What follows belongs to an exercise in optimizing a design on an open flow for small area, a short achievable clock period and few clock cycles; a production flow would make more cautious choices. No run shown here included a check of the RTL's function; only the layout flow was run. No activity file was given, so power comes from the tool's default toggle rates.

[design.v]
module krobots_alu (
    input  wire        clk,
    input  wire        rst,
    input  wire        in_valid,
    output wire        in_ready,
    input  wire [5:0]  in_op,
    input  wire [15:0] in_a,
    input  wire [15:0] in_b,
    input  wire [15:0] in_flags,
    output reg         out_valid,
    output reg  [15:0] out_result,
    output reg  [1:0]  out_dest,
    output reg         out_taken,
    output reg         out_fault
);
    localparam OP_ADD  = 6'd1,  OP_SUB  = 6'd2,  OP_OR   = 6'd3,  OP_AND  = 6'd4;
    localparam OP_XOR  = 6'd5,  OP_NOT  = 6'd6,  OP_MPY  = 6'd7,  OP_DIV  = 6'd8;
    localparam OP_MOD  = 6'd9,  OP_JMP  = 6'd12, OP_JLS  = 6'd13, OP_JGR  = 6'd14;
    localparam OP_JNE  = 6'd15, OP_JEQ  = 6'd16, OP_DO   = 6'd18, OP_LOOP = 6'd19;
    localparam OP_CMP  = 6'd20, OP_TEST = 6'd21, OP_MOV  = 6'd22, OP_INC  = 6'd33;
    localparam OP_DEC  = 6'd34, OP_SHL  = 6'd35, OP_SHR  = 6'd36, OP_ROL  = 6'd37;
    localparam OP_ROR  = 6'd38, OP_JZ   = 6'd39, OP_JNZ  = 6'd40, OP_JAE  = 6'd41;
    localparam OP_JBE  = 6'd42, OP_SAL  = 6'd43, OP_SAR  = 6'd44, OP_NEG  = 6'd45;
    localparam DEST_NONE = 2'd0, DEST_A = 2'd1, DEST_FLAGS = 2'd2, DEST_CX = 2'd3;
    reg         rdy;
    reg         s_v;
    reg  [5:0]  s_op;
    reg  [15:0] s_a, s_b, s_f;
    reg         dv;         
    reg         fx;         
    reg  [2:0]  dcnt;       
    reg         d_mod;      
    reg         d_neg;      
    reg         d_cd;       
    assign in_ready = rdy;
    wire acc      = in_valid & rdy;
    wire in_isdiv = (in_op[5:1] == 5'b00100);
    wire [5:0] o = s_op;
    wire op_add  = (o == OP_ADD);
    wire op_sub  = (o == OP_SUB);
    wire op_or   = (o == OP_OR);
    wire op_and  = (o == OP_AND);
    wire op_xor  = (o == OP_XOR);
    wire op_not  = (o == OP_NOT);
    wire op_mpy  = (o == OP_MPY);
    wire op_div  = (o[5:1] == 5'b00100);
    wire op_do   = (o == OP_DO);
    wire op_loop = (o == OP_LOOP);
    wire op_cmp  = (o == OP_CMP);
    wire op_test = (o == OP_TEST);
    wire op_mov  = (o == OP_MOV);
    wire op_inc  = (o == OP_INC);
    wire op_dec  = (o == OP_DEC);
    wire op_shl  = (o == OP_SHL) | (o == OP_SAL);
    wire op_shr  = (o == OP_SHR);
    wire op_sar  = (o == OP_SAR);
    wire op_rol  = (o == OP_ROL);
    wire op_ror  = (o == OP_ROR);
    wire op_neg  = (o == OP_NEG);
    wire op_sh   = op_shl | op_shr | op_sar | op_rol | op_ror;
    wire alu   = ~dv & ~fx;                 
    wire setup = alu & s_v & op_div;        
    wire mpy   = alu & op_mpy;
    wire [15:0] m_ra, m_rb;
    mul16lo u_mul (.a(s_a), .b(s_b), .ra(m_ra), .rb(m_rb));
    wire        xinv  = fx | (setup ? s_a[15] : (op_neg | op_not));
    wire        ybsel = alu & ~setup & (op_add | op_sub | op_cmp);
    wire        yinv  = alu & ~setup & (op_sub | op_cmp | op_dec | op_loop);
    wire        cin   = fx | (setup ? s_a[15] : (op_sub | op_cmp | op_inc | op_neg));
    wire [15:0] ax    = (mpy ? m_ra : s_a) ^ {16{xinv & ~mpy}};
    wire [15:0] ay    = mpy ? m_rb : (({16{ybsel}} & s_b) ^ {16{yinv}});
    wire [15:0] sum   = ax + ay + {15'd0, cin & ~mpy};
    wire        sum_z = (sum == 16'd0);
    wire [15:0] a = s_a;
    wire [15:0] b = s_b;
    wire [15:0] a_or  = a | b;
    wire [15:0] a_and = a & b;
    reg  [15:0] lu;
    always @(*) begin
        if (op_or)       lu = a_or;
        else if (op_and) lu = a_and;
        else if (op_xor) lu = a ^ b;
        else if (op_mov) lu = b;
        else             lu = a;
    end
    function [4:0] lzc16(input [15:0] v);
        integer i;
        begin
            lzc16 = 5'd16;
            for (i = 0; i < 16; i = i + 1)
                if (v[i]) lzc16 = 5'd15 - i[4:0];
        end
    endfunction
    wire [4:0]  lza   = lzc16(s_a ^ {16{s_a[15]}});
    wire [4:0]  lzb   = lzc16(s_b ^ {16{s_b[15]}});
    wire        a_p2  = s_a[15] & ~|(~s_a[15:1] & s_a[14:0]);
    wire [5:0]  dlz   = {1'b0, lzb} - {1'b0, lza} + {5'd0, a_p2};
    wire        bzero = (s_b == 16'd0);
    wire        qzero = dlz[5];                            
    wire [2:0]  m     = dlz[4] ? 3'd7 : dlz[3:1];          
    wire [3:0]  c     = s_b[3:0];
    wire        sh_r  = op_shr | op_sar | op_ror;
    wire [3:0]  amt   = setup ? {~m, 1'b0} : (sh_r ? (4'd0 - c) : c);
    wire [15:0] r1s   = amt[0] ? {sum[14:0], sum[15]}   : sum;
    wire [15:0] r2s   = amt[1] ? {r1s[13:0], r1s[15:14]} : r1s;
    wire [15:0] r3s   = amt[2] ? {r2s[11:0], r2s[15:12]} : r2s;
    wire [15:0] rot   = amt[3] ? {r3s[7:0], r3s[15:8]}  : r3s;
    reg  [15:0] thr;                                       
    integer k;
    always @(*)
        for (k = 0; k < 16; k = k + 1)
            thr[k] = (k[3:0] >= amt);
    wire        keep_t  = setup | op_shl | op_rol | op_ror | (c == 4'd0);
    wire        keep_n  = ~setup & ~op_shl;
    wire        fill    = op_sar & s_a[15];
    wire [15:0] sh_out;
    genvar g;
    generate
        for (g = 0; g < 16; g = g + 1) begin : g_sh
            assign sh_out[g] = (thr[g] ? keep_t : keep_n) ? rot[g] : fill;
        end
    endgenerate
    wire [15:0] norm_r = rot & ~thr;                       
    wire [16:0] yd = {1'b1, s_b};
    wire [16:0] t1 = {out_result, s_a[15]};
    wire [17:0] d1 = {1'b0, t1} + {1'b0, yd} + {17'd0, d_cd};
    wire        q1 = d1[17];
    wire [15:0] r1 = q1 ? d1[15:0] : t1[15:0];
    wire [16:0] t2 = {r1, s_a[14]};
    wire [17:0] d2 = {1'b0, t2} + {1'b0, yd} + {17'd0, d_cd};
    wire        q2 = d2[17];
    wire [15:0] r2 = q2 ? d2[15:0] : t2[15:0];
    wire [15:0] xq = {s_a[13:0], q1, q2};
    wire [15:0] dres = d_mod ? r2 : xq;
    wire        last = (dcnt == 3'd0);
    wire cmp_e = sum_z;
    wire cmp_l = (a[15] ^ b[15]) ? a[15] : sum[15];
    wire cmp_g = ~cmp_l & ~cmp_e;
    wire cmp_z = (a_or == 16'd0);
    wire tst_z = (a_and == 16'd0);
    wire tst_e = ((b & ~a) == 16'd0);
    wire [3:0] flg = op_cmp ? {cmp_z, cmp_g, cmp_l, cmp_e} : {tst_z, 2'b00, tst_e};
    wire fl_e = s_f[0];
    wire fl_l = s_f[1];
    wire fl_g = s_f[2];
    wire fl_z = s_f[3];
    reg taken;
    always @(*) begin
        case (o)
            OP_LOOP: taken = ~sum[15] & ~sum_z;
            OP_JMP:  taken = 1'b1;
            OP_JLS:  taken = fl_l;
            OP_JGR:  taken = fl_g;
            OP_JNE:  taken = ~fl_e;
            OP_JEQ:  taken = fl_e;
            OP_JZ:   taken = fl_z;
            OP_JNZ:  taken = ~fl_z;
            OP_JAE:  taken = fl_e | fl_g;
            OP_JBE:  taken = fl_e | fl_l;
            default: taken = 1'b0;
        endcase
    end
    wire use_sum  = op_add | op_sub | op_inc | op_dec | op_neg | op_not | op_loop | op_mpy;
    wire use_lu   = op_or | op_and | op_xor | op_mov | op_do;
    wire use_flg  = op_cmp | op_test;
    wire dest_a   = use_sum & ~op_loop | op_or | op_and | op_xor | op_mov | op_sh;
    wire dest_cx  = op_do | op_loop;
    wire [1:0] dest = use_flg ? DEST_FLAGS : {dest_cx, dest_a | dest_cx};
    wire sel_sum = fx | (alu & ~setup & use_sum);
    reg [15:0] res_o;
    always @(*) begin
        if (dv)           res_o = last ? dres : r2;
        else if (setup)   res_o = bzero ? 16'd0 : (qzero ? (o[0] ? a : 16'd0) : norm_r);
        else if (use_lu)  res_o = lu;
        else if (use_flg) res_o = {s_f[15:4], flg};
        else if (op_sh)   res_o = sh_out;
        else              res_o = 16'd0;
    end
    wire rdy_base = dv ? (last | ((dcnt == 3'd1) & ~d_neg)) :
                    (bzero | qzero | ((m == 3'd0) & ~(o[0] ? s_a[15] : (s_a[15] ^ s_b[15]))));
    always @(posedge clk) begin
        s_op <= in_op;
        s_f  <= in_flags;
        s_a  <= rdy ? in_a : (dv ? ((last & d_neg) ? dres : xq) : sh_out);
        if (rdy)
            s_b <= in_b;
        else if (setup)
            s_b <= s_b ^ {16{~s_b[15]}};
        if (setup) begin
            d_mod <= o[0];
            d_neg <= o[0] ? s_a[15] : (s_a[15] ^ s_b[15]);
            d_cd  <= ~s_b[15];
            dcnt  <= m;
        end else begin
            dcnt  <= dcnt - 3'd1;
        end
        out_result <= sel_sum ? sum : res_o;
        out_taken <= 1'b0;
        out_fault <= 1'b0;
        out_dest  <= DEST_A;
        if (setup) begin
            out_dest   <= bzero ? DEST_NONE : DEST_A;
            out_fault  <= bzero;
        end else if (alu) begin
            out_dest   <= dest;
            out_taken  <= taken;
        end
        rdy <= rst | (rdy ? ~(in_valid & in_isdiv) : rdy_base);
        if (rst) begin
            s_v       <= 1'b0;
            dv        <= 1'b0;
            fx        <= 1'b0;
            out_valid <= 1'b0;
        end else begin
            s_v <= acc;
            fx  <= dv & last & d_neg;
            if (dv) begin
                dv        <= ~last;
                out_valid <= last & ~d_neg;
            end else if (setup) begin
                dv        <= ~bzero & ~qzero;
                out_valid <= bzero | qzero;
            end else begin
                out_valid <= s_v | fx;
            end
        end
    end
endmodule
module mul16lo(input [15:0] a, input [15:0] b, output [15:0] ra, output [15:0] rb);
    wire pp0_0 = a[0] & b[0];
    wire pp0_1 = a[0] & b[1];
    wire pp0_2 = a[0] & b[2];
    wire pp0_3 = a[0] & b[3];
    wire pp0_4 = a[0] & b[4];
    wire pp0_5 = a[0] & b[5];
    wire pp0_6 = a[0] & b[6];
    wire pp0_7 = a[0] & b[7];
    wire pp0_8 = a[0] & b[8];
    wire pp0_9 = a[0] & b[9];
    wire pp0_10 = a[0] & b[10];
    wire pp0_11 = a[0] & b[11];
    wire pp0_12 = a[0] & b[12];
    wire pp0_13 = a[0] & b[13];
    wire pp0_14 = a[0] & b[14];
    wire pp0_15 = a[0] & b[15];
    wire pp1_0 = a[1] & b[0];
    wire pp1_1 = a[1] & b[1];
    wire pp1_2 = a[1] & b[2];
    wire pp1_3 = a[1] & b[3];
    wire pp1_4 = a[1] & b[4];
    wire pp1_5 = a[1] & b[5];
    wire pp1_6 = a[1] & b[6];
    wire pp1_7 = a[1] & b[7];
    wire pp1_8 = a[1] & b[8];
    wire pp1_9 = a[1] & b[9];
    wire pp1_10 = a[1] & b[10];
    wire pp1_11 = a[1] & b[11];
    wire pp1_12 = a[1] & b[12];
    wire pp1_13 = a[1] & b[13];
    wire pp1_14 = a[1] & b[14];
    wire pp2_0 = a[2] & b[0];
    wire pp2_1 = a[2] & b[1];
    wire pp2_2 = a[2] & b[2];
    wire pp2_3 = a[2] & b[3];
    wire pp2_4 = a[2] & b[4];
    wire pp2_5 = a[2] & b[5];
    wire pp2_6 = a[2] & b[6];
    wire pp2_7 = a[2] & b[7];
    wire pp2_8 = a[2] & b[8];
    wire pp2_9 = a[2] & b[9];
    wire pp2_10 = a[2] & b[10];
    wire pp2_11 = a[2] & b[11];
    wire pp2_12 = a[2] & b[12];
    wire pp2_13 = a[2] & b[13];
    wire pp3_0 = a[3] & b[0];
    wire pp3_1 = a[3] & b[1];
    wire pp3_2 = a[3] & b[2];
    wire pp3_3 = a[3] & b[3];
    wire pp3_4 = a[3] & b[4];
    wire pp3_5 = a[3] & b[5];
    wire pp3_6 = a[3] & b[6];
    wire pp3_7 = a[3] & b[7];
    wire pp3_8 = a[3] & b[8];
    wire pp3_9 = a[3] & b[9];
    wire pp3_10 = a[3] & b[10];
    wire pp3_11 = a[3] & b[11];
    wire pp3_12 = a[3] & b[12];
    wire pp4_0 = a[4] & b[0];
    wire pp4_1 = a[4] & b[1];
    wire pp4_2 = a[4] & b[2];
    wire pp4_3 = a[4] & b[3];
    wire pp4_4 = a[4] & b[4];
    wire pp4_5 = a[4] & b[5];
    wire pp4_6 = a[4] & b[6];
    wire pp4_7 = a[4] & b[7];
    wire pp4_8 = a[4] & b[8];
    wire pp4_9 = a[4] & b[9];
    wire pp4_10 = a[4] & b[10];
    wire pp4_11 = a[4] & b[11];
    wire pp5_0 = a[5] & b[0];
    wire pp5_1 = a[5] & b[1];
    wire pp5_2 = a[5] & b[2];
    wire pp5_3 = a[5] & b[3];
    wire pp5_4 = a[5] & b[4];
    wire pp5_5 = a[5] & b[5];
    wire pp5_6 = a[5] & b[6];
    wire pp5_7 = a[5] & b[7];
    wire pp5_8 = a[5] & b[8];
    wire pp5_9 = a[5] & b[9];
    wire pp5_10 = a[5] & b[10];
    wire pp6_0 = a[6] & b[0];
    wire pp6_1 = a[6] & b[1];
    wire pp6_2 = a[6] & b[2];
    wire pp6_3 = a[6] & b[3];
    wire pp6_4 = a[6] & b[4];
    wire pp6_5 = a[6] & b[5];
    wire pp6_6 = a[6] & b[6];
    wire pp6_7 = a[6] & b[7];
    wire pp6_8 = a[6] & b[8];
    wire pp6_9 = a[6] & b[9];
    wire pp7_0 = a[7] & b[0];
    wire pp7_1 = a[7] & b[1];
    wire pp7_2 = a[7] & b[2];
    wire pp7_3 = a[7] & b[3];
    wire pp7_4 = a[7] & b[4];
    wire pp7_5 = a[7] & b[5];
    wire pp7_6 = a[7] & b[6];
    wire pp7_7 = a[7] & b[7];
    wire pp7_8 = a[7] & b[8];
    wire pp8_0 = a[8] & b[0];
    wire pp8_1 = a[8] & b[1];
    wire pp8_2 = a[8] & b[2];
    wire pp8_3 = a[8] & b[3];
    wire pp8_4 = a[8] & b[4];
    wire pp8_5 = a[8] & b[5];
    wire pp8_6 = a[8] & b[6];
    wire pp8_7 = a[8] & b[7];
    wire pp9_0 = a[9] & b[0];
    wire pp9_1 = a[9] & b[1];
    wire pp9_2 = a[9] & b[2];
    wire pp9_3 = a[9] & b[3];
    wire pp9_4 = a[9] & b[4];
    wire pp9_5 = a[9] & b[5];
    wire pp9_6 = a[9] & b[6];
    wire pp10_0 = a[10] & b[0];
    wire pp10_1 = a[10] & b[1];
    wire pp10_2 = a[10] & b[2];
    wire pp10_3 = a[10] & b[3];
    wire pp10_4 = a[10] & b[4];
    wire pp10_5 = a[10] & b[5];
    wire pp11_0 = a[11] & b[0];
    wire pp11_1 = a[11] & b[1];
    wire pp11_2 = a[11] & b[2];
    wire pp11_3 = a[11] & b[3];
    wire pp11_4 = a[11] & b[4];
    wire pp12_0 = a[12] & b[0];
    wire pp12_1 = a[12] & b[1];
    wire pp12_2 = a[12] & b[2];
    wire pp12_3 = a[12] & b[3];
    wire pp13_0 = a[13] & b[0];
    wire pp13_1 = a[13] & b[1];
    wire pp13_2 = a[13] & b[2];
    wire pp14_0 = a[14] & b[0];
    wire pp14_1 = a[14] & b[1];
    wire pp15_0 = a[15] & b[0];
    wire hs0 = pp0_13 ^ pp1_12;
    wire hc0 = pp0_13 & pp1_12;
    wire fs1 = pp0_14 ^ pp1_13 ^ pp2_12;
    wire fc1 = (pp0_14 & pp1_13) | (pp0_14 & pp2_12) | (pp1_13 & pp2_12);
    wire hs2 = pp3_11 ^ pp4_10;
    wire hc2 = pp3_11 & pp4_10;
    wire fs3 = pp0_15 ^ pp1_14 ^ pp2_13;
    wire fc3 = (pp0_15 & pp1_14) | (pp0_15 & pp2_13) | (pp1_14 & pp2_13);
    wire fs4 = pp3_12 ^ pp4_11 ^ pp5_10;
    wire fc4 = (pp3_12 & pp4_11) | (pp3_12 & pp5_10) | (pp4_11 & pp5_10);
    wire hs5 = pp6_9 ^ pp7_8;
    wire hc5 = pp6_9 & pp7_8;
    wire hs6 = pp0_9 ^ pp1_8;
    wire hc6 = pp0_9 & pp1_8;
    wire fs7 = pp0_10 ^ pp1_9 ^ pp2_8;
    wire fc7 = (pp0_10 & pp1_9) | (pp0_10 & pp2_8) | (pp1_9 & pp2_8);
    wire hs8 = pp3_7 ^ pp4_6;
    wire hc8 = pp3_7 & pp4_6;
    wire fs9 = pp0_11 ^ pp1_10 ^ pp2_9;
    wire fc9 = (pp0_11 & pp1_10) | (pp0_11 & pp2_9) | (pp1_10 & pp2_9);
    wire fs10 = pp3_8 ^ pp4_7 ^ pp5_6;
    wire fc10 = (pp3_8 & pp4_7) | (pp3_8 & pp5_6) | (pp4_7 & pp5_6);
    wire hs11 = pp6_5 ^ pp7_4;
    wire hc11 = pp6_5 & pp7_4;
    wire fs12 = pp0_12 ^ pp1_11 ^ pp2_10;
    wire fc12 = (pp0_12 & pp1_11) | (pp0_12 & pp2_10) | (pp1_11 & pp2_10);
    wire fs13 = pp3_9 ^ pp4_8 ^ pp5_7;
    wire fc13 = (pp3_9 & pp4_8) | (pp3_9 & pp5_7) | (pp4_8 & pp5_7);
    wire fs14 = pp6_6 ^ pp7_5 ^ pp8_4;
    wire fc14 = (pp6_6 & pp7_5) | (pp6_6 & pp8_4) | (pp7_5 & pp8_4);
    wire hs15 = pp9_3 ^ pp10_2;
    wire hc15 = pp9_3 & pp10_2;
    wire fs16 = hs0 ^ pp2_11 ^ pp3_10;
    wire fc16 = (hs0 & pp2_11) | (hs0 & pp3_10) | (pp2_11 & pp3_10);
    wire fs17 = pp4_9 ^ pp5_8 ^ pp6_7;
    wire fc17 = (pp4_9 & pp5_8) | (pp4_9 & pp6_7) | (pp5_8 & pp6_7);
    wire fs18 = pp7_6 ^ pp8_5 ^ pp9_4;
    wire fc18 = (pp7_6 & pp8_5) | (pp7_6 & pp9_4) | (pp8_5 & pp9_4);
    wire fs19 = pp10_3 ^ pp11_2 ^ pp12_1;
    wire fc19 = (pp10_3 & pp11_2) | (pp10_3 & pp12_1) | (pp11_2 & pp12_1);
    wire fs20 = fs1 ^ hs2 ^ pp5_9;
    wire fc20 = (fs1 & hs2) | (fs1 & pp5_9) | (hs2 & pp5_9);
    wire fs21 = pp6_8 ^ pp7_7 ^ pp8_6;
    wire fc21 = (pp6_8 & pp7_7) | (pp6_8 & pp8_6) | (pp7_7 & pp8_6);
    wire fs22 = pp9_5 ^ pp10_4 ^ pp11_3;
    wire fc22 = (pp9_5 & pp10_4) | (pp9_5 & pp11_3) | (pp10_4 & pp11_3);
    wire fs23 = pp12_2 ^ pp13_1 ^ pp14_0;
    wire fc23 = (pp12_2 & pp13_1) | (pp12_2 & pp14_0) | (pp13_1 & pp14_0);
    wire fs24 = fs3 ^ fs4 ^ hs5;
    wire fc24 = (fs3 & fs4) | (fs3 & hs5) | (fs4 & hs5);
    wire fs25 = pp8_7 ^ pp9_6 ^ pp10_5;
    wire fc25 = (pp8_7 & pp9_6) | (pp8_7 & pp10_5) | (pp9_6 & pp10_5);
    wire fs26 = pp11_4 ^ pp12_3 ^ pp13_2;
    wire fc26 = (pp11_4 & pp12_3) | (pp11_4 & pp13_2) | (pp12_3 & pp13_2);
    wire fs27 = pp14_1 ^ pp15_0 ^ fc1;
    wire fc27 = (pp14_1 & pp15_0) | (pp14_1 & fc1) | (pp15_0 & fc1);
    wire hs28 = pp0_6 ^ pp1_5;
    wire hc28 = pp0_6 & pp1_5;
    wire fs29 = pp0_7 ^ pp1_6 ^ pp2_5;
    wire fc29 = (pp0_7 & pp1_6) | (pp0_7 & pp2_5) | (pp1_6 & pp2_5);
    wire hs30 = pp3_4 ^ pp4_3;
    wire hc30 = pp3_4 & pp4_3;
    wire fs31 = pp0_8 ^ pp1_7 ^ pp2_6;
    wire fc31 = (pp0_8 & pp1_7) | (pp0_8 & pp2_6) | (pp1_7 & pp2_6);
    wire fs32 = pp3_5 ^ pp4_4 ^ pp5_3;
    wire fc32 = (pp3_5 & pp4_4) | (pp3_5 & pp5_3) | (pp4_4 & pp5_3);
    wire hs33 = pp6_2 ^ pp7_1;
    wire hc33 = pp6_2 & pp7_1;
    wire fs34 = hs6 ^ pp2_7 ^ pp3_6;
    wire fc34 = (hs6 & pp2_7) | (hs6 & pp3_6) | (pp2_7 & pp3_6);
    wire fs35 = pp4_5 ^ pp5_4 ^ pp6_3;
    wire fc35 = (pp4_5 & pp5_4) | (pp4_5 & pp6_3) | (pp5_4 & pp6_3);
    wire fs36 = pp7_2 ^ pp8_1 ^ pp9_0;
    wire fc36 = (pp7_2 & pp8_1) | (pp7_2 & pp9_0) | (pp8_1 & pp9_0);
    wire fs37 = fs7 ^ hs8 ^ pp5_5;
    wire fc37 = (fs7 & hs8) | (fs7 & pp5_5) | (hs8 & pp5_5);
    wire fs38 = pp6_4 ^ pp7_3 ^ pp8_2;
    wire fc38 = (pp6_4 & pp7_3) | (pp6_4 & pp8_2) | (pp7_3 & pp8_2);
    wire fs39 = pp9_1 ^ pp10_0 ^ hc6;
    wire fc39 = (pp9_1 & pp10_0) | (pp9_1 & hc6) | (pp10_0 & hc6);
    wire fs40 = fs9 ^ fs10 ^ hs11;
    wire fc40 = (fs9 & fs10) | (fs9 & hs11) | (fs10 & hs11);
    wire fs41 = pp8_3 ^ pp9_2 ^ pp10_1;
    wire fc41 = (pp8_3 & pp9_2) | (pp8_3 & pp10_1) | (pp9_2 & pp10_1);
    wire fs42 = pp11_0 ^ fc7 ^ hc8;
    wire fc42 = (pp11_0 & fc7) | (pp11_0 & hc8) | (fc7 & hc8);
    wire fs43 = fs12 ^ fs13 ^ fs14;
    wire fc43 = (fs12 & fs13) | (fs12 & fs14) | (fs13 & fs14);
    wire fs44 = hs15 ^ pp11_1 ^ pp12_0;
    wire fc44 = (hs15 & pp11_1) | (hs15 & pp12_0) | (pp11_1 & pp12_0);
    wire fs45 = fc9 ^ fc10 ^ hc11;
    wire fc45 = (fc9 & fc10) | (fc9 & hc11) | (fc10 & hc11);
    wire fs46 = fs16 ^ fs17 ^ fs18;
    wire fc46 = (fs16 & fs17) | (fs16 & fs18) | (fs17 & fs18);
    wire fs47 = fs19 ^ pp13_0 ^ fc12;
    wire fc47 = (fs19 & pp13_0) | (fs19 & fc12) | (pp13_0 & fc12);
    wire fs48 = fc13 ^ fc14 ^ hc15;
    wire fc48 = (fc13 & fc14) | (fc13 & hc15) | (fc14 & hc15);
    wire fs49 = fs20 ^ fs21 ^ fs22;
    wire fc49 = (fs20 & fs21) | (fs20 & fs22) | (fs21 & fs22);
    wire fs50 = fs23 ^ hc0 ^ fc16;
    wire fc50 = (fs23 & hc0) | (fs23 & fc16) | (hc0 & fc16);
    wire fs51 = fc17 ^ fc18 ^ fc19;
    wire fc51 = (fc17 & fc18) | (fc17 & fc19) | (fc18 & fc19);
    wire fs52 = fs24 ^ fs25 ^ fs26;
    wire fc52 = (fs24 & fs25) | (fs24 & fs26) | (fs25 & fs26);
    wire fs53 = fs27 ^ hc2 ^ fc20;
    wire fc53 = (fs27 & hc2) | (fs27 & fc20) | (hc2 & fc20);
    wire fs54 = fc21 ^ fc22 ^ fc23;
    wire fc54 = (fc21 & fc22) | (fc21 & fc23) | (fc22 & fc23);
    wire hs55 = pp0_4 ^ pp1_3;
    wire hc55 = pp0_4 & pp1_3;
    wire fs56 = pp0_5 ^ pp1_4 ^ pp2_3;
    wire fc56 = (pp0_5 & pp1_4) | (pp0_5 & pp2_3) | (pp1_4 & pp2_3);
    wire hs57 = pp3_2 ^ pp4_1;
    wire hc57 = pp3_2 & pp4_1;
    wire fs58 = hs28 ^ pp2_4 ^ pp3_3;
    wire fc58 = (hs28 & pp2_4) | (hs28 & pp3_3) | (pp2_4 & pp3_3);
    wire fs59 = pp4_2 ^ pp5_1 ^ pp6_0;
    wire fc59 = (pp4_2 & pp5_1) | (pp4_2 & pp6_0) | (pp5_1 & pp6_0);
    wire fs60 = fs29 ^ hs30 ^ pp5_2;
    wire fc60 = (fs29 & hs30) | (fs29 & pp5_2) | (hs30 & pp5_2);
    wire fs61 = pp6_1 ^ pp7_0 ^ hc28;
    wire fc61 = (pp6_1 & pp7_0) | (pp6_1 & hc28) | (pp7_0 & hc28);
    wire fs62 = fs31 ^ fs32 ^ hs33;
    wire fc62 = (fs31 & fs32) | (fs31 & hs33) | (fs32 & hs33);
    wire fs63 = pp8_0 ^ fc29 ^ hc30;
    wire fc63 = (pp8_0 & fc29) | (pp8_0 & hc30) | (fc29 & hc30);
    wire fs64 = fs34 ^ fs35 ^ fs36;
    wire fc64 = (fs34 & fs35) | (fs34 & fs36) | (fs35 & fs36);
    wire fs65 = fc31 ^ fc32 ^ hc33;
    wire fc65 = (fc31 & fc32) | (fc31 & hc33) | (fc32 & hc33);
    wire fs66 = fs37 ^ fs38 ^ fs39;
    wire fc66 = (fs37 & fs38) | (fs37 & fs39) | (fs38 & fs39);
    wire fs67 = fc34 ^ fc35 ^ fc36;
    wire fc67 = (fc34 & fc35) | (fc34 & fc36) | (fc35 & fc36);
    wire fs68 = fs40 ^ fs41 ^ fs42;
    wire fc68 = (fs40 & fs41) | (fs40 & fs42) | (fs41 & fs42);
    wire fs69 = fc37 ^ fc38 ^ fc39;
    wire fc69 = (fc37 & fc38) | (fc37 & fc39) | (fc38 & fc39);
    wire fs70 = fs43 ^ fs44 ^ fs45;
    wire fc70 = (fs43 & fs44) | (fs43 & fs45) | (fs44 & fs45);
    wire fs71 = fc40 ^ fc41 ^ fc42;
    wire fc71 = (fc40 & fc41) | (fc40 & fc42) | (fc41 & fc42);
    wire fs72 = fs46 ^ fs47 ^ fs48;
    wire fc72 = (fs46 & fs47) | (fs46 & fs48) | (fs47 & fs48);
    wire fs73 = fc43 ^ fc44 ^ fc45;
    wire fc73 = (fc43 & fc44) | (fc43 & fc45) | (fc44 & fc45);
    wire fs74 = fs49 ^ fs50 ^ fs51;
    wire fc74 = (fs49 & fs50) | (fs49 & fs51) | (fs50 & fs51);
    wire fs75 = fc46 ^ fc47 ^ fc48;
    wire fc75 = (fc46 & fc47) | (fc46 & fc48) | (fc47 & fc48);
    wire fs76 = fs52 ^ fs53 ^ fs54;
    wire fc76 = (fs52 & fs53) | (fs52 & fs54) | (fs53 & fs54);
    wire fs77 = fc49 ^ fc50 ^ fc51;
    wire fc77 = (fc49 & fc50) | (fc49 & fc51) | (fc50 & fc51);
    wire hs78 = pp0_3 ^ pp1_2;
    wire hc78 = pp0_3 & pp1_2;
    wire fs79 = hs55 ^ pp2_2 ^ pp3_1;
    wire fc79 = (hs55 & pp2_2) | (hs55 & pp3_1) | (pp2_2 & pp3_1);
    wire fs80 = fs56 ^ hs57 ^ pp5_0;
    wire fc80 = (fs56 & hs57) | (fs56 & pp5_0) | (hs57 & pp5_0);
    wire fs81 = fs58 ^ fs59 ^ fc56;
    wire fc81 = (fs58 & fs59) | (fs58 & fc56) | (fs59 & fc56);
    wire fs82 = fs60 ^ fs61 ^ fc58;
    wire fc82 = (fs60 & fs61) | (fs60 & fc58) | (fs61 & fc58);
    wire fs83 = fs62 ^ fs63 ^ fc60;
    wire fc83 = (fs62 & fs63) | (fs62 & fc60) | (fs63 & fc60);
    wire fs84 = fs64 ^ fs65 ^ fc62;
    wire fc84 = (fs64 & fs65) | (fs64 & fc62) | (fs65 & fc62);
    wire fs85 = fs66 ^ fs67 ^ fc64;
    wire fc85 = (fs66 & fs67) | (fs66 & fc64) | (fs67 & fc64);
    wire fs86 = fs68 ^ fs69 ^ fc66;
    wire fc86 = (fs68 & fs69) | (fs68 & fc66) | (fs69 & fc66);
    wire fs87 = fs70 ^ fs71 ^ fc68;
    wire fc87 = (fs70 & fs71) | (fs70 & fc68) | (fs71 & fc68);
    wire fs88 = fs72 ^ fs73 ^ fc70;
    wire fc88 = (fs72 & fs73) | (fs72 & fc70) | (fs73 & fc70);
    wire fs89 = fs74 ^ fs75 ^ fc72;
    wire fc89 = (fs74 & fs75) | (fs74 & fc72) | (fs75 & fc72);
    wire fs90 = fs76 ^ fs77 ^ fc74;
    wire fc90 = (fs76 & fs77) | (fs76 & fc74) | (fs77 & fc74);
    wire hs91 = pp0_2 ^ pp1_1;
    wire hc91 = pp0_2 & pp1_1;
    wire fs92 = hs78 ^ pp2_1 ^ pp3_0;
    wire fc92 = (hs78 & pp2_1) | (hs78 & pp3_0) | (pp2_1 & pp3_0);
    wire fs93 = fs79 ^ pp4_0 ^ hc78;
    wire fc93 = (fs79 & pp4_0) | (fs79 & hc78) | (pp4_0 & hc78);
    wire fs94 = fs80 ^ hc55 ^ fc79;
    wire fc94 = (fs80 & hc55) | (fs80 & fc79) | (hc55 & fc79);
    wire fs95 = fs81 ^ hc57 ^ fc80;
    wire fc95 = (fs81 & hc57) | (fs81 & fc80) | (hc57 & fc80);
    wire fs96 = fs82 ^ fc59 ^ fc81;
    wire fc96 = (fs82 & fc59) | (fs82 & fc81) | (fc59 & fc81);
    wire fs97 = fs83 ^ fc61 ^ fc82;
    wire fc97 = (fs83 & fc61) | (fs83 & fc82) | (fc61 & fc82);
    wire fs98 = fs84 ^ fc63 ^ fc83;
    wire fc98 = (fs84 & fc63) | (fs84 & fc83) | (fc63 & fc83);
    wire fs99 = fs85 ^ fc65 ^ fc84;
    wire fc99 = (fs85 & fc65) | (fs85 & fc84) | (fc65 & fc84);
    wire fs100 = fs86 ^ fc67 ^ fc85;
    wire fc100 = (fs86 & fc67) | (fs86 & fc85) | (fc67 & fc85);
    wire fs101 = fs87 ^ fc69 ^ fc86;
    wire fc101 = (fs87 & fc69) | (fs87 & fc86) | (fc69 & fc86);
    wire fs102 = fs88 ^ fc71 ^ fc87;
    wire fc102 = (fs88 & fc71) | (fs88 & fc87) | (fc71 & fc87);
    wire fs103 = fs89 ^ fc73 ^ fc88;
    wire fc103 = (fs89 & fc73) | (fs89 & fc88) | (fc73 & fc88);
    wire fs104 = fs90 ^ fc75 ^ fc89;
    wire fc104 = (fs90 & fc75) | (fs90 & fc89) | (fc75 & fc89);
    assign ra = {fs104, fs103, fs102, fs101, fs100, fs99, fs98, fs97, fs96, fs95, fs94, fs93, fs92, hs91, pp0_1, pp0_0};
    assign rb = {fc103, fc102, fc101, fc100, fc99, fc98, fc97, fc96, fc95, fc94, fc93, fc92, hc91, pp2_0, pp1_0, 1'b0};
endmodule
[flow/run.sh]
#!/bin/bash
# Standard layout, with repair_timing asked to leave setup slack of at least
# MARGIN ns at the design's clock period (so it sizes the critical paths),
# small plain buffers on the ports, and synthesis's buffers removed before
# placement (repair_design buffers what needs it).
set -euo pipefail
MARGIN=32.6
bash standard.sh SETUP_SLACK_MARGIN=$MARGIN \
  "BUFFER_PORTS_ARGS=-buffer_cell sky130_fd_sc_hd__buf_1" \
  GPL_TIMING_DRIVEN=0 REMOVE_ABC_BUFFERS=1 CORE_UTILIZATION=60 finish > standard_make.log 2>&1
[standard.sh]
#!/bin/bash
# synth_recipe.tcl (not shown) runs the flow's synth.tcl, then flattens the netlist and writes it again
# the make line also repeats each setting of config.mk as NAME=value (left out here)
make -C /OpenROAD-flow-scripts/flow DESIGN_CONFIG=/design/flow/config.mk WORK_HOME=/design/flow/orfs CLKGATE_MAP_FILE= SYNTH_SCRIPT=/design/flow/synth_recipe.tcl "${@:-finish}"
[config.mk]
export PLATFORM = sky130hd
export DESIGN_NAME = krobots_alu
export DESIGN_NICKNAME = krobots_alu
export VERILOG_FILES = /design/flow/design.v
export SDC_FILE = /design/flow/constraint.sdc
export NUM_CORES = 4
export LEC_CHECK = 0
export CAP_MARGIN = 20
export CORE_MARGIN = 2
export CORE_UTILIZATION = 40
export SLEW_MARGIN = 20
[constraint.sdc]
create_clock -name core_clock -period 42.0 [get_ports {clk}]
set_input_delay 8.4000 -clock core_clock [delete_from_list [all_inputs] [get_ports {clk}]]
set_output_delay 8.4000 -clock core_clock [all_outputs]
set_load 0.01 [all_outputs]
==> results of run 1 <==
==> cell usage in the layout (no fill, tap or decap), types with 29 or more instances in the layout <==
master and n:
xnor2_1 54, buf_1 77, nand2_1 208, mux2i_1 45, a21o_1 29, nor3_1 40, a21oi_1 135, fa_1 85
nor2_1 228, a221oi_1 29, dfxtp_1 63, nand3_1 36, inv_1 129, ha_1 122, xor2_1 31, o21ai_0 110
==> stage by stage <==
stage | total power [µW] | std cells | util, %
6_report | 556 | 2256 | 63.9
5_1_grt | 580 | 2256 | 63.9
4_1_cts | 538 | 2253 | 63.8
3_5_place_dp | 454 | 2234 | 62.4
3_3_place_gp | 445 | 2218 | 61.3
2_1_floorplan | 335 | 1816 | -
==> power breakdown <==
part | internal (µW) | switching (µW)
clock network | 42.2 | 40.2
logic | 141 | 220
registers | 90.3 | 21.5
==> flip-flops by register name, indices dropped and copies added, names as in the netlist, 2 cells and up <==
| name | count |
|---|---|
| out_dest | 2 |
| s_b | 16 |
| out_result | 16 |
| dcnt | 3 |
| s_f | 16 |
| s_op | 6 |
| s_a | 16 |
==> kinds of logic after synthesis <==
| kind of cell | Yosys count | synth area share, % |
|---|---|---|
| and+or+nand+nor | 654 | 20.3 |
| AOI/OAI and AO/OA | 574 | 26.8 |
| buffers and inverters | 280 | 7.38 |
| adders and majority gates | 207 | 22.0 |
| xor gates and xnor gates | 86 | 5.22 |
| DFF | 85 | 12.9 |
| muxes | 74 | 5.43 |
==> Yosys cell counts, types with 10 or more instances <==
library cell	number	area share [%]
nor2_1	230	5.9
nand2_1	208	5.3
a21oi_1	135	4.6
inv_1	129	3.3
ha_1	122	10
clkbuf_1	111	2.8
o21ai_0	111	3.8
fa_1	85	12
dfxtp_1	66	9.0
xnor2_1	54	3.2
mux2i_1	46	3.1
nor3_1	43	1.5
nand3_1	36	1.2
xor2_1	31	1.8
a211oi_1	30	1.5
a21o_1	29	1.5
a221oi_1	29	1.7
mux2_2	26	2.0
o221ai_1	23	1.4
a221o_1	22	1.5
nand2b_1	22	0.94
nor4_1	22	0.94
o21a_1	22	1.1
buf_1	21	0.54
edfxtp_1	19	3.9
a31oi_1	18	0.77
nor2b_1	17	0.72
o31ai_1	17	0.87
nand4_1	15	0.64
o22ai_1	15	0.64
o211ai_1	14	0.72
a22oi_1	11	0.56
or3_1	11	0.47
and2_1	10	0.43
==> repair_timing <==
item / 4_1_cts / 5_1_grt
buffers inserted: 2 / 1
gates resized for setup: 3 / 0
hold endpoints to repair: 0 / 0
setup endpoints to repair: 2 / 1
pin swaps: 0 / 0
cloned: 1 / 0
hold buffers: 0 / 0
==> final timing paths <==
kind | to | depth (start not counted)
setup / recovery | in_ready | 2
hold / removal | dcnt[0] | 1
setup reg to reg | out_result[2] | 25
hold reg to reg | dcnt[0] | 1
==> cell type report <==
| class | instances | area, µm² | share of cell area [%] |
|---|---|---|---|
| Clock buffer | 10 | 239 | 1.55 |
| Clock inverter | 6 | 43.8 | 0.283 |
| Inverter | 136 | 510 | 3.30 |
| Sequential cell | 85 | 1900 | 12.3 |
| Timing Repair Buffer | 99 | 543 | 3.51 |
| Antenna cell | 1 | 2.50 | 0.0162 |
| Tap cell | 324 | 405 | 2.62 |
| Multi-Input combinational cell | 1595 | 11800 | 76.4 |
==> metal layers <==
metal  vias up  part of all wire (%)  global-route usage [%]
met5         -                     0                       0
met4         0                   6.4                    23.5
met3       288                    14                    12.5
met2      1317                    42                    67.8
met1      7468                    37                    59.5
li1       6983                     -                       -
==> metrics.md, run 1 <==
| Metric | Value |
|---|---|
| Layout cells sized above 1 | `5.44%` |
| Critical path fanouts, max | `2` |
| All-Layer GR Usage | `45.2%` |
| Post-route ant nets | `0` |
| Post-place setup slack | `32460 ps` |
| Setup TNS | `0 ps` |
| Final hold slack | `480 ps` |
| RSZ-0062 raised after global routing | `false` |
| Worst-Skew Late Latency | `~370 ps` |
| Crit path kind | `flop to primary output` |
| Post-synth EDFFs | `19` |
| Critical path required time | `between 30000 and 40000 ps` |
| Ports | `79` |
| Die height | `160 µm` |
| CTS tree | `yes` |
| Worst setup startpoint | `rdy` |
| Synth warnings | `1` |
| Number of global-route vias before repair | `around 15000` |
| Final Hold Vio Count | `0` |
| R2r setup slk | `about 33000 ps` |
| Async SR Flop Fraction | `0%` |
| Die width | `160 µm` |
| Max rail drop VDD | `between 0.05 and 0.06 mV` |
| Final Cell Area | `approximately 15000 µm²` |
| Max frequency | `107 MHz` |
| Number of remaining DRC errors | `0` |
| Clock Tree Buf Depth | `2` |
| Crit path arrival time | `~1000 ps` |
| DP Wirelength | `about 43000 µm` |
| First-pass GRT wire length | `around 89000 µm` |
| Status | `timing/DRC/antenna clean` |
| Clk slew on worst S/H paths | `80 ps` |
| MaxCap Viol Count | `0` |
| H-tree depth | `3` |
| Worst path top cell family by delay | `flip-flops` |
| First DRT Iteration DRCs | `~2600` |
| Port Buf Inserts | `between 70 and 80` |
| Top_reg_cell synth | `dfxtp_1` |
| Slowest stage cell, crit path | `dfxtp_4` |
| Crit path buffers/inverters | `2` |
| DRT Pass-1 Iters | `9` |
| Syn avg cell area | `roughly 7.5 µm²` |
| Initial antenna violation count | `1` |
| Yosys reg bits | `85` |
| Synth cell types | `86` |
| Hold Path Class | `flop to flop` |
| Via count | `16100` |
| Reg2reg start | `s_a[1]` |
| Final setup viols | `0` |
| PD cells | `between 30 and 40 nW/µm²` |
| Clock root cell | `clkbuf_16` |
| Max-slew violation count | `0` |
| FP Rows | `57` |
| Core ar. | `about 24000 µm²` |
| Area Growth Syn to Fin | `5.25%` |
| GP Congestion | `approximately 1.0` |
| WL final | `between 50000 and 60000 µm` |
| Clock Sinks | `85` |
| Worst path max stage delay | `370 ps` |
| CP Cell Sequence | `buf_16, buf_2` |
| Mapped Cells | `1960` |
| Layout fillers | `around 2200` |
| Critical Path Sink Type | `primary output` |
| Max_slew headroom | `between 10% and 20%` |
| Full die area | `between 20000 and 30000 µm²` |
| Nets | `~2200` |
| Final min period | `9390 ps` |
| CTS buffer count | `9` |
| Leakage | `~0.0066 µW` |
| Post-route setup slack | `around 33000 ps` |
| Crit start category | `flop` |
| Via/cell ratio | `between 7 and 8` |
| Area after DPL | `15100 µm²` |
| Hold_sp | `dcnt[0]` |
| Remaining global-route overflow | `0` |
| Initial core utilization | `roughly 60%` |
| Synthesized area | `roughly 15000 µm²` |
| WL/cell | `approximately 26 µm` |
| Worst-Margin Slew | `around 1200 ps` |
| Post-synthesis sequential area ratio | `between 10% and 20%` |
| Final period util | `between 20% and 30%` |
| Largest net degree at the start of global routing | `33` |
| Final Skew | `between 20 and 25 ps` |
==> inputs of run 2 (changes only) <==
--- a/design.v
+++ b/design.v
@@ -23,6 +23,7 @@
     localparam OP_JBE  = 6'd42, OP_SAL  = 6'd43, OP_SAR  = 6'd44, OP_NEG  = 6'd45;
     localparam DEST_NONE = 2'd0, DEST_A = 2'd1, DEST_FLAGS = 2'd2, DEST_CX = 2'd3;
     reg         rdy;
+    reg         rdy_o;      
     reg         s_v;
     reg  [5:0]  s_op;
     reg  [15:0] s_a, s_b, s_f;
@@ -32,7 +33,7 @@
     reg         d_mod;      
     reg         d_neg;      
     reg         d_cd;       
-    assign in_ready = rdy;
+    assign in_ready = rdy_o;
     wire acc      = in_valid & rdy;
     wire in_isdiv = (in_op[5:1] == 5'b00100);
     wire [5:0] o = s_op;
@@ -93,8 +94,7 @@
     endfunction
     wire [4:0]  lza   = lzc16(s_a ^ {16{s_a[15]}});
     wire [4:0]  lzb   = lzc16(s_b ^ {16{s_b[15]}});
-    wire        a_p2  = s_a[15] & ~|(~s_a[15:1] & s_a[14:0]);
-    wire [5:0]  dlz   = {1'b0, lzb} - {1'b0, lza} + {5'd0, a_p2};
+    wire [5:0]  dlz   = {1'b0, lzb} - {1'b0, lza} + {5'd0, s_a[15]};
     wire        bzero = (s_b == 16'd0);
     wire        qzero = dlz[5];                            
     wire [2:0]  m     = dlz[4] ? 3'd7 : dlz[3:1];          
@@ -122,7 +122,7 @@
     endgenerate
     wire [15:0] norm_r = rot & ~thr;                       
     wire [16:0] yd = {1'b1, s_b};
-    wire [16:0] t1 = {out_result, s_a[15]};
+    wire [16:0] t1 = {s_f, s_a[15]};
     wire [17:0] d1 = {1'b0, t1} + {1'b0, yd} + {17'd0, d_cd};
     wire        q1 = d1[17];
     wire [15:0] r1 = q1 ? d1[15:0] : t1[15:0];
@@ -169,8 +169,8 @@
     wire sel_sum = fx | (alu & ~setup & use_sum);
     reg [15:0] res_o;
     always @(*) begin
-        if (dv)           res_o = last ? dres : r2;
-        else if (setup)   res_o = bzero ? 16'd0 : (qzero ? (o[0] ? a : 16'd0) : norm_r);
+        if (dv)           res_o = dres;
+        else if (setup)   res_o = (o[0] & ~bzero) ? a : 16'd0;
         else if (use_lu)  res_o = lu;
         else if (use_flg) res_o = {s_f[15:4], flg};
         else if (op_sh)   res_o = sh_out;
@@ -180,7 +180,7 @@
                     (bzero | qzero | ((m == 3'd0) & ~(o[0] ? s_a[15] : (s_a[15] ^ s_b[15]))));
     always @(posedge clk) begin
         s_op <= in_op;
-        s_f  <= in_flags;
+        s_f  <= rdy ? in_flags : (dv ? r2 : norm_r);
         s_a  <= rdy ? in_a : (dv ? ((last & d_neg) ? dres : xq) : sh_out);
         if (rdy)
             s_b <= in_b;
@@ -205,7 +205,8 @@
             out_dest   <= dest;
             out_taken  <= taken;
         end
-        rdy <= rst | (rdy ? ~(in_valid & in_isdiv) : rdy_base);
+        rdy   <= rst | (rdy ? ~(in_valid & in_isdiv) : rdy_base);
+        rdy_o <= rst | (rdy_o ? ~(in_valid & in_isdiv) : rdy_base);
         if (rst) begin
             s_v       <= 1'b0;
             dv        <= 1'b0;
==> metrics.md, run 2 <==
| Metric | Value |
|---|---|
| Status | `timing/DRC/antenna clean (unchanged)` |
| Syn avg cell area | `7.37 µm² (was 7.49 µm²)` |
| Post-route ant nets | `0 (unchanged)` |
| Leakage | `0.00643 µW (was 0.00658 µW)` |
| Antenna cells | `0 (was 1)` |
| Max_slew headroom | `24.4% (was 17.5%)` |
| Number of global-route vias before repair | `14700 (was 14800)` |
| Clk slew on worst S/H paths | `70 ps (was 80 ps)` |
| Core ar. | `24200 µm² (unchanged)` |
| Top_reg_cell synth | `dfxtp_1 (unchanged)` |
| Full die area | `25800 µm² (was 25700 µm²)` |
| WL final | `56700 µm (was 59400 µm)` |
| Worst path top cell family by delay | `simple AND/OR/NAND/NOR gates (was flip-flops)` |
| Synth warnings | `1 (unchanged)` |
| Fin cells | `2283 (was 2256)` |
| Post-synth top area cell | `fa_1 (unchanged)` |
| Initial core utilization | `60.8% (about the same)` |
| Ports | `79 (unchanged)` |
| Area Growth Syn to Fin | `4.84% (was 5.25%)` |
| Reg2reg start | `s_a[1] (unchanged)` |
| CTS tree | `yes (unchanged)` |
| Critical Path Sink Type | `flop (was primary output)` |
| Worst-Margin Slew | `1130 ps (was 1240 ps)` |
| Crit start category | `input port (was flop)` |
| First DRT Iteration DRCs | `2172 (was 2598)` |
| Port Buf Inserts | `78 (unchanged)` |
| RSZ-0062 raised after global routing | `true (was false)` |
| Remaining global-route overflow | `0 (unchanged)` |
| Most frequent cell after synthesis | `nand2_1 (was nor2_1)` |
| FP Rows | `57 (unchanged)` |
| PD cells | `33.3 nW/µm² (was 36.0 nW/µm²)` |
| Via/cell ratio | `6.81 (was 7.12)` |
| Die width | `161 µm (was 160 µm)` |
| Final period util | `22.3% (was 22.4%)` |
| Mapped Cells | `1993 (was 1960)` |
| Clock Sinks | `86 (was 85)` |
| Synth cell types | `97 (was 86)` |
| All-Layer GR Usage | `43.5% (was 45.2%)` |
| Setup TNS | `0 ps (unchanged)` |
| Post-synthesis sequential area ratio | `13.0% (was 12.9%)` |
| Synth cell count leaders | `229 x nand2_1, 223 x nor2_1, 170 x o21ai_0 (was 230 x nor2_1, 208 x nand2_1, 135 x a21oi_1)` |
| Worst-Skew Late Latency | `370 ps (about the same)` |
| H-tree depth | `3 (unchanged)` |
| Hold_sp | `dcnt[0] (unchanged)` |
| Layout Utilization | `63.7% (was 63.9%)` |
| Die height | `161 µm (was 160 µm)` |
| Crit path arrival time | `9620 ps (was 990 ps)` |
| Async SR Flop Fraction | `0% (unchanged)` |
| MaxCap Viol Count | `0 (unchanged)` |
| DP Wirelength | `41700 µm (was 43000 µm)` |
| Final min period | `9360 ps (was 9390 ps)` |
| Worst path max stage delay | `580 ps (was 370 ps)` |
| Max frequency | `107 MHz (about the same)` |
| CP Cell Sequence | `buf_1, or4b_4, nor3b_4, mux2i_1, or2_4 (was buf_16, buf_2)` |
| Share of the synthesized area in the top cell type | `11.6% (about the same)` |
| Largest net degree at the start of global routing | `79 (was 33)` |
| Synthesized area | `14700 µm² (about the same)` |
| CTS buffer count | `9 (unchanged)` |
| Via count | `15500 (was 16100)` |
| WL/cell | `24.8 µm (was 26.3 µm)` |
| Crit path kind | `input port to flop (was flop to primary output)` |
| Total power | `513 µW (was 556 µW)` |
| Final Skew | `10.5 ps (was 21.6 ps)` |
| Crit path buffers/inverters | `1 (was 2)` |
| Slowest stage cell, crit path | `or4b_4 (was dfxtp_4)` |
| First-pass GRT wire length | `86000 µm (was 88800 µm)` |
| Final hold slack | `533 ps (was 480 ps)` |
| Critical path fanouts, max | `2 (unchanged)` |
| Post-CTS setup buffer count | `0 (was 2)` |
| Initial antenna violation count | `2 (was 1)` |
| Commonest non-fill, non-tap cell in the layout | `nand2_1 (was nor2_1)` |
| Clock Tree Buf Depth | `2 (unchanged)` |
| Layout cells sized above 1 | `6.38% (was 5.44%)` |
| Hold Path Class | `flop to flop (unchanged)` |
| Yosys reg bits | `86 (was 85)` |
| Critical path required time | `42260 ps (was 33600 ps)` |
| Clock root cell | `clkbuf_16 (unchanged)` |
| Worst setup startpoint | `in_op[1] (was rdy)` |
| Cells after DPL | `2266 (was 2234)` |
| Final Hold Vio Count | `0 (unchanged)` |
| GP Congestion | `0.986 (was 1.05)` |
| Max rail drop VDD | `0.0437 mV (was 0.0516 mV)` |
| Number of remaining DRC errors | `0 (unchanged)` |
| Most frequent cells in the layout | `229 x nand2_1, 223 x nor2_1, 169 x o21ai_0, 137 x a21oi_1 (was 228 x nor2_1, 208 x nand2_1, 135 x a21oi_1, 129 x inv_1, 122 x ha_1)` |
| Nets | `2217 (was 2190)` |
| DRT Pass-1 Iters | `8 (was 9)` |
| Final setup viols | `0 (unchanged)` |
| Area contributors post-synth | `fa_1 12%, ha_1 10%, dfxtp_1 9.1% (was fa_1 12%, ha_1 10%, dfxtp_1 9.0%)` |
| Post-synth EDFFs | `19 (unchanged)` |
| Max-slew violation count | `0 (unchanged)` |
==> run 2: cell count changes in the layout (fill, tap and decap cells not counted), moves of 8 or more <==
cell,before,now
a21o_1,29,13
o21ai_0,110,169
mux2_2,26,35
a221o_1,22,12
nand2_1,208,229
nor3_1,40,28
a221oi_1,29,6
o211ai_1,14,41
mux2i_1,45,36
a31oi_1,17,40
inv_1,129,121
nor2b_1,17,30
o221ai_1,23,3
==> run 2: worst paths after layout <==
kind | slack, ps | depth (start not counted) | end
min | 530 | 1 | dcnt[0]
max reg2reg | 32880 | 26 | out_result[9]
min reg2reg | 530 | 1 | dcnt[0]
max | 32640 | 5 | rdy_o
==> run 2: timing repair <==
action                     CTS  global route
pin swaps                    2             2
setup endpoints to repair    2             2
gates resized for setup      5             0
hold buffers                 0             0
==> run 2: logic make-up (layout without fill, tap and decap cells) <==
family	after synthesis	in the layout	share of synthesized area, %
XOR/XNOR	88	88	5.52
AO/OA/AOI/OAI	594	594	25.9
multiplexers	75	75	5.52
AND/OR/NAND/NOR	668	668	20.7
buffers and inverters	276	242	7.48
flip-flops	86	86	13.0
adder cells (fa/ha/maj)	206	206	21.9
==> run 2: power by group <==
part / leakage [µW] / switching [µW] / total (µW) / internal (µW)
combinational: 0.00553 / 195 / 319 / 124
clock: 0.000138 / 39.6 / 83.8 / 44.2
sequential: 0.000756 / 18.5 / 110 / 91.0
total: 0.00643 / 253 / 513 / 259
==> run 2: area by class of cell <==
type	count	area, µm²
inverters	133	499
clock buffers	11	254
flip-flops and latches	86	1920
multi-input cells	1631	11800
repair buffers	93	532
clock inverters	5	38.8
fillers	2254	8770
well taps	324	405
==> run 2: metal layers <==
| metal | GRT usage, % | up-vias | part of all wire [%] |
|---|---|---|---|
| met1 | 55.1 | 7231 | 38 |
| met2 | 66.6 | 1058 | 42 |
| li1 | - | 6958 | - |
| met4 | 29.4 | 2 | 8.5 |
| met3 | 9.38 | 290 | 11 |
| met5 | 0 | - | 0.023 |
==> run 2: per-stage QoR <==
step	instance area [µm²]	setup WS, ps
5_1_grt	15400	32570
3_5_place_dp	15100	31930
2_1_floorplan	14100	32190
4_1_cts	15400	32630
6_report	15400	32640
3_3_place_gp	14800	31840
==> run 2: worst register-to-register path, delay by kind of cell (launching register included) <==
family                   cells  cell delay [ps]
adder cells (fa/ha/maj)      7             3030
AO/OA/AOI/OAI               12             2890
AND/OR/NAND/NOR              2              720
XOR/XNOR                     1              470
buffers and inverters        4              800
flip-flops                   1             1060
==> inputs of run 3 (changes only) <==
--- a/design.v
+++ b/design.v
@@ -23,7 +23,6 @@
     localparam OP_JBE  = 6'd42, OP_SAL  = 6'd43, OP_SAR  = 6'd44, OP_NEG  = 6'd45;
     localparam DEST_NONE = 2'd0, DEST_A = 2'd1, DEST_FLAGS = 2'd2, DEST_CX = 2'd3;
     reg         rdy;
-    reg         rdy_o;      
     reg         s_v;
     reg  [5:0]  s_op;
     reg  [15:0] s_a, s_b, s_f;
@@ -33,7 +32,7 @@
     reg         d_mod;      
     reg         d_neg;      
     reg         d_cd;       
-    assign in_ready = rdy_o;
+    assign in_ready = rdy;
     wire acc      = in_valid & rdy;
     wire in_isdiv = (in_op[5:1] == 5'b00100);
     wire [5:0] o = s_op;
@@ -64,13 +63,16 @@
     wire mpy   = alu & op_mpy;
     wire [15:0] m_ra, m_rb;
     mul16lo u_mul (.a(s_a), .b(s_b), .ra(m_ra), .rb(m_rb));
-    wire        xinv  = fx | (setup ? s_a[15] : (op_neg | op_not));
-    wire        ybsel = alu & ~setup & (op_add | op_sub | op_cmp);
+    wire [15:0] t1;
+    wire        xinv  = fx | (setup ? s_a[15] : (alu & (op_neg | op_not)));
+    wire        ybsel = dv | (alu & ~setup & (op_add | op_sub | op_cmp));
     wire        yinv  = alu & ~setup & (op_sub | op_cmp | op_dec | op_loop);
-    wire        cin   = fx | (setup ? s_a[15] : (op_sub | op_cmp | op_inc | op_neg));
-    wire [15:0] ax    = (mpy ? m_ra : s_a) ^ {16{xinv & ~mpy}};
+    wire        cin   = dv ? d_cd : (fx | (setup ? s_a[15] : (alu & (op_sub | op_cmp | op_inc | op_neg))));
+    wire [15:0] ax    = mpy ? m_ra : (dv ? t1 : (s_a ^ {16{xinv}}));
     wire [15:0] ay    = mpy ? m_rb : (({16{ybsel}} & s_b) ^ {16{yinv}});
-    wire [15:0] sum   = ax + ay + {15'd0, cin & ~mpy};
+    wire [15:0] sum;
+    wire        sum_c;
+    assign {sum_c, sum} = {1'b0, ax} + {1'b0, ay} + {16'd0, cin & ~mpy};
     wire        sum_z = (sum == 16'd0);
     wire [15:0] a = s_a;
     wire [15:0] b = s_b;
@@ -121,15 +123,13 @@
         end
     endgenerate
     wire [15:0] norm_r = rot & ~thr;                       
-    wire [16:0] yd = {1'b1, s_b};
-    wire [16:0] t1 = {s_f, s_a[15]};
-    wire [17:0] d1 = {1'b0, t1} + {1'b0, yd} + {17'd0, d_cd};
-    wire        q1 = d1[17];
-    wire [15:0] r1 = q1 ? d1[15:0] : t1[15:0];
-    wire [16:0] t2 = {r1, s_a[14]};
-    wire [17:0] d2 = {1'b0, t2} + {1'b0, yd} + {17'd0, d_cd};
-    wire        q2 = d2[17];
-    wire [15:0] r2 = q2 ? d2[15:0] : t2[15:0];
+    assign t1 = {out_result[14:0], s_a[15]};
+    wire        q1 = sum_c;
+    wire [15:0] r1 = q1 ? sum : t1;
+    wire [15:0] t2 = {r1[14:0], s_a[14]};
+    wire [16:0] d2 = {1'b0, t2} + {1'b0, s_b} + {16'd0, d_cd};
+    wire        q2 = d2[16];
+    wire [15:0] r2 = q2 ? d2[15:0] : t2;
     wire [15:0] xq = {s_a[13:0], q1, q2};
     wire [15:0] dres = d_mod ? r2 : xq;
     wire        last = (dcnt == 3'd0);
@@ -169,8 +169,8 @@
     wire sel_sum = fx | (alu & ~setup & use_sum);
     reg [15:0] res_o;
     always @(*) begin
-        if (dv)           res_o = dres;
-        else if (setup)   res_o = (o[0] & ~bzero) ? a : 16'd0;
+        if (dv)           res_o = last ? dres : r2;
+        else if (setup)   res_o = bzero ? 16'd0 : (qzero ? (o[0] ? a : 16'd0) : norm_r);
         else if (use_lu)  res_o = lu;
         else if (use_flg) res_o = {s_f[15:4], flg};
         else if (op_sh)   res_o = sh_out;
@@ -180,7 +180,7 @@
                     (bzero | qzero | ((m == 3'd0) & ~(o[0] ? s_a[15] : (s_a[15] ^ s_b[15]))));
     always @(posedge clk) begin
         s_op <= in_op;
-        s_f  <= rdy ? in_flags : (dv ? r2 : norm_r);
+        s_f  <= in_flags;
         s_a  <= rdy ? in_a : (dv ? ((last & d_neg) ? dres : xq) : sh_out);
         if (rdy)
             s_b <= in_b;
@@ -205,8 +205,7 @@
             out_dest   <= dest;
             out_taken  <= taken;
         end
-        rdy   <= rst | (rdy ? ~(in_valid & in_isdiv) : rdy_base);
-        rdy_o <= rst | (rdy_o ? ~(in_valid & in_isdiv) : rdy_base);
+        rdy <= rst | (rdy ? ~(in_valid & in_isdiv) : rdy_base);
         if (rst) begin
             s_v       <= 1'b0;
             dv        <= 1'b0;
--- a/flow/run.sh
+++ b/flow/run.sh
@@ -7,4 +7,4 @@
 MARGIN=32.6
 bash standard.sh SETUP_SLACK_MARGIN=$MARGIN \
   "BUFFER_PORTS_ARGS=-buffer_cell sky130_fd_sc_hd__buf_1" \
-  GPL_TIMING_DRIVEN=0 REMOVE_ABC_BUFFERS=1 CORE_UTILIZATION=60 finish > standard_make.log 2>&1
+  GPL_TIMING_DRIVEN=0 REMOVE_ABC_BUFFERS=1 finish > standard_make.log 2>&1
==> metrics.md, run 3 <==
| Metric | Value |
|---|---|
| Max rail drop VDD | `0.0226 mV (was 0.0437 mV)` |
| Critical path required time | `33600 ps (was 42260 ps)` |
| Port Buf Inserts | `78 (unchanged)` |
| Syn avg cell area | `7.35 µm² (was 7.37 µm²)` |
| Clock Sinks | `85 (was 86)` |
| Remaining global-route overflow | `0 (unchanged)` |
| Area contributors post-synth | `fa_1 11%, ha_1 9.2%, dfxtp_1 9.1% (was fa_1 12%, ha_1 10%, dfxtp_1 9.1%)` |
| Hold-fix buffers, CTS | `0 (unchanged)` |
| Hold Path Class | `flop to flop (unchanged)` |
| Leakage | `0.00665 µW (was 0.00643 µW)` |
| Largest net degree at the start of global routing | `39 (was 79)` |
| Async SR Flop Fraction | `0% (unchanged)` |
| DRT Pass-1 Iters | `8 (unchanged)` |
| Sw frac | `50.2% (was 49.4%)` |
| Pint | `257 µW (was 259 µW)` |
| Share of the synthesized area in the top cell type | `11.5% (was 11.6%)` |
| Max frequency | `107 MHz (about the same)` |
| Die height | `194 µm (was 161 µm)` |
| MaxCap Viol Count | `0 (unchanged)` |
| Via/cell ratio | `6.56 (was 6.81)` |
| GP Congestion | `1.01 (was 0.986)` |
| Die width | `194 µm (was 161 µm)` |
| Clk slew on worst S/H paths | `60 ps (was 70 ps)` |
| Crit path arrival time | `980 ps (was 9620 ps)` |
| Net Switching | `259 µW (was 253 µW)` |
| Final Hold Vio Count | `0 (unchanged)` |
| Ports | `79 (unchanged)` |
| Core ar. | `35700 µm² (was 24200 µm²)` |
| Full die area | `37800 µm² (was 25800 µm²)` |
| DP Wirelength | `49300 µm (was 41700 µm)` |
| Most frequent cell after synthesis | `nand2_1 (unchanged)` |
| Crit path kind | `flop to primary output (was input port to flop)` |
| First-pass GRT wire length | `98100 µm (was 86000 µm)` |
| Worst-Margin Slew | `1230 ps (was 1130 ps)` |
| Most frequent cells in the layout | `260 x nand2_1, 187 x nor2_1, 129 x inv_1, 128 x a21oi_1, 111 x o21ai_0 (was 229 x nand2_1, 223 x nor2_1, 169 x o21ai_0, 137 x a21oi_1)` |
| Final period util | `22.3% (about the same)` |
| Via count | `16100 (was 15500)` |
| Post-synth top area cell | `fa_1 (unchanged)` |
| WL final | `67200 µm (was 56700 µm)` |
| All-Layer GR Usage | `34.7% (was 43.5%)` |
| Crit start category | `flop (was input port)` |
| Final min period | `9380 ps (was 9360 ps)` |
| Sequential Power Share | `20.8% (was 21.4%)` |
| Yosys reg bits | `85 (was 86)` |
| Initial core utilization | `40.7% (was 60.8%)` |
| Critical Path Sink Type | `primary output (was flop)` |
| PD cells | `32.5 nW/µm² (was 33.3 nW/µm²)` |
| Area Growth Syn to Fin | `9.62% (was 4.84%)` |
| Final setup viols | `0 (unchanged)` |
| Status | `timing/DRC/antenna clean (unchanged)` |
| Max_slew headroom | `18.3% (was 24.4%)` |
| Mapped Cells | `1974 (was 1993)` |
| Worst-Skew Late Latency | `370 ps (about the same)` |
| RSZ-0062 raised after global routing | `false (was true)` |
| Nets | `2233 (was 2217)` |
| Clock root cell | `clkbuf_16 (unchanged)` |
| Final hold slack | `603 ps (was 533 ps)` |
| Clock group share of total power | `16.3% (was 16.4%)` |
| CTS buffer count | `9 (unchanged)` |
| Commonest non-fill, non-tap cell in the layout | `nand2_1 (unchanged)` |
| H-tree depth | `3 (unchanged)` |
| Number of global-route vias before repair | `15100 (was 14700)` |
| Top_reg_cell synth | `dfxtp_1 (unchanged)` |
| Synth cell count leaders | `260 x nand2_1, 188 x nor2_1, 132 x inv_1 (was 229 x nand2_1, 223 x nor2_1, 170 x o21ai_0)` |
| Post-synthesis sequential area ratio | `13.0% (about the same)` |
| Max-slew violation count | `0 (unchanged)` |
| CTS tree | `yes (unchanged)` |
| Synth cell types | `110 (was 97)` |
| Synthesized area | `14500 µm² (was 14700 µm²)` |
| First DRT Iteration DRCs | `2236 (was 2172)` |
| Number of remaining DRC errors | `0 (unchanged)` |
| Setup TNS | `0 ps (unchanged)` |
| Clock Tree Buf Depth | `2 (unchanged)` |
| Post-route ant nets | `0 (unchanged)` |
| Layout cells sized above 1 | `9.04% (was 6.38%)` |
| Antenna cells | `0 (unchanged)` |
| Initial antenna violation count | `1 (was 2)` |
| Combinational Power Share | `62.9% (was 62.3%)` |
| Post-synth EDFFs | `19 (unchanged)` |
| FP Rows | `69 (was 57)` |
| Critical path fanouts, max | `16 (was 2)` |
| WL/cell | `27.4 µm (was 24.8 µm)` |
| Final Skew | `14.0 ps (was 10.5 ps)` |
| Synth warnings | `1 (unchanged)` |
==> run 3: cells by family after synthesis <==
logic type               count (synthesis)  share of synthesized area, %
AO/OA/AOI/OAI                          557                          25.7
XOR/XNOR                                91                          5.55
adder cells (fa/ha/maj)                190                          20.7
buffers and inverters                  280                          7.65
flip-flops                              85                          13.0
multiplexers                            64                          4.58
AND/OR/NAND/NOR                        707                          22.8
==> run 3: path summary, 6_finish.rpt <==
path	cells past startpoint	from	slack, ps	end
max	2	rdy	32620	in_ready
min	2	dcnt[0]	600	dcnt[0]
max reg2reg	27	s_b[11]	32920	out_result[5]
min reg2reg	2	dcnt[0]	600	dcnt[0]
==> run 3: layout make-up <==
type | instances | area [µm²]
clock buffers | 11 | 264
inverters | 145 | 556
clock inverters | 5 | 38.8
multi-input cells | 1609 | 11700
well taps | 461 | 577
repair buffers | 136 | 887
fillers | 3658 | 19800
flip-flops and latches | 85 | 1920
==> run 3: layer usage <==
metal  global-route usage (%)  up-vias  share of wire (%)
met2                     52.6     1125                 42
met5                        0        -              0.010
li1                         -     7054                  -
met3                     7.32      221                 12
met1                     46.2     7692                 40
met4                     18.5        2                6.2
==> run 3: per-stage QoR <==
stage	util [%]	power, µW	std cells	instance area (µm²)	setup WS (ps)
3_5_place_dp	42.4	416	2394	15100	31500
4_1_cts	43.9	502	2425	15700	32610
6_report	44.6	517	2452	15900	32620
5_1_grt	44.6	543	2452	15900	32600
2_1_floorplan	-	300	1839	13900	32510
3_3_place_gp	41.5	410	2378	14800	30210
==> run 3: power groups by stage <==
stage / combinational [µW] / sequential (µW) / clock, µW
global route: 348 / 108 / 86.5
CTS: 311 / 107 / 83.6
global placement: 297 / 113 / 0
floorplan: 198 / 102 / 0
detailed placement: 304 / 112 / 0
finish: 325 / 107 / 84.2
==> run 3: worst max-delay path: stages (launching register included) <==
cell and delay (ps):
dfxtp_4 360, buf_16 150, buf_6 120
==> run 3: what timing repair did <==
| item | in CTS | in global routing |
|---|---|---|
| setup buffers | 14 | 27 |
| setup endpoints to repair | 33 | 33 |
| pin swaps | 1 | 3 |
| resized for setup | 20 | 15 |
| cloned | 1 | 0 |

[static timing again, ports no longer ideal]
In the flow no input, the clock included, has a driving cell. The finished layouts below were timed again as built, in two steps. Step 1: set_driving_cell puts a clkbuf_16 on clk and a buf_2 on each other input, an assumption about the parent block. Step 2 adds t to the input delays and takes it off the output delays; t is the mean of the earliest and latest rising clock arrival at the registers after step 1. Input paths then give back, and output paths get back, about the clock's delay inside the block. a / b / c = no drivers / after step 1 / after step 2; a / b = the first two.
run | t (ns) | setup slack, ns | hold WS [ns] | slew at the worst register clock pin (ns) | pins driven straight from the clock port
run 1 | 0.413 | 32.612 / 32.560 / 32.465 | 0.480 / 0.480 / 0.480 | 0.08 / 0.08 | 1
run 2 | 0.415 | 32.636 / 32.659 / 32.244 | 0.533 / 0.533 / 0.533 | 0.07 / 0.07 | 1
run 3 | 0.408 | 32.617 / 32.570 / 32.472 | 0.603 / 0.603 / 0.603 | 0.07 / 0.07 | 1
After both steps every run listed still meets setup and hold. For run 2, which loses most, drivers alone change the setup slack by +0.023 ns; drivers and shift together by -0.392 ns.
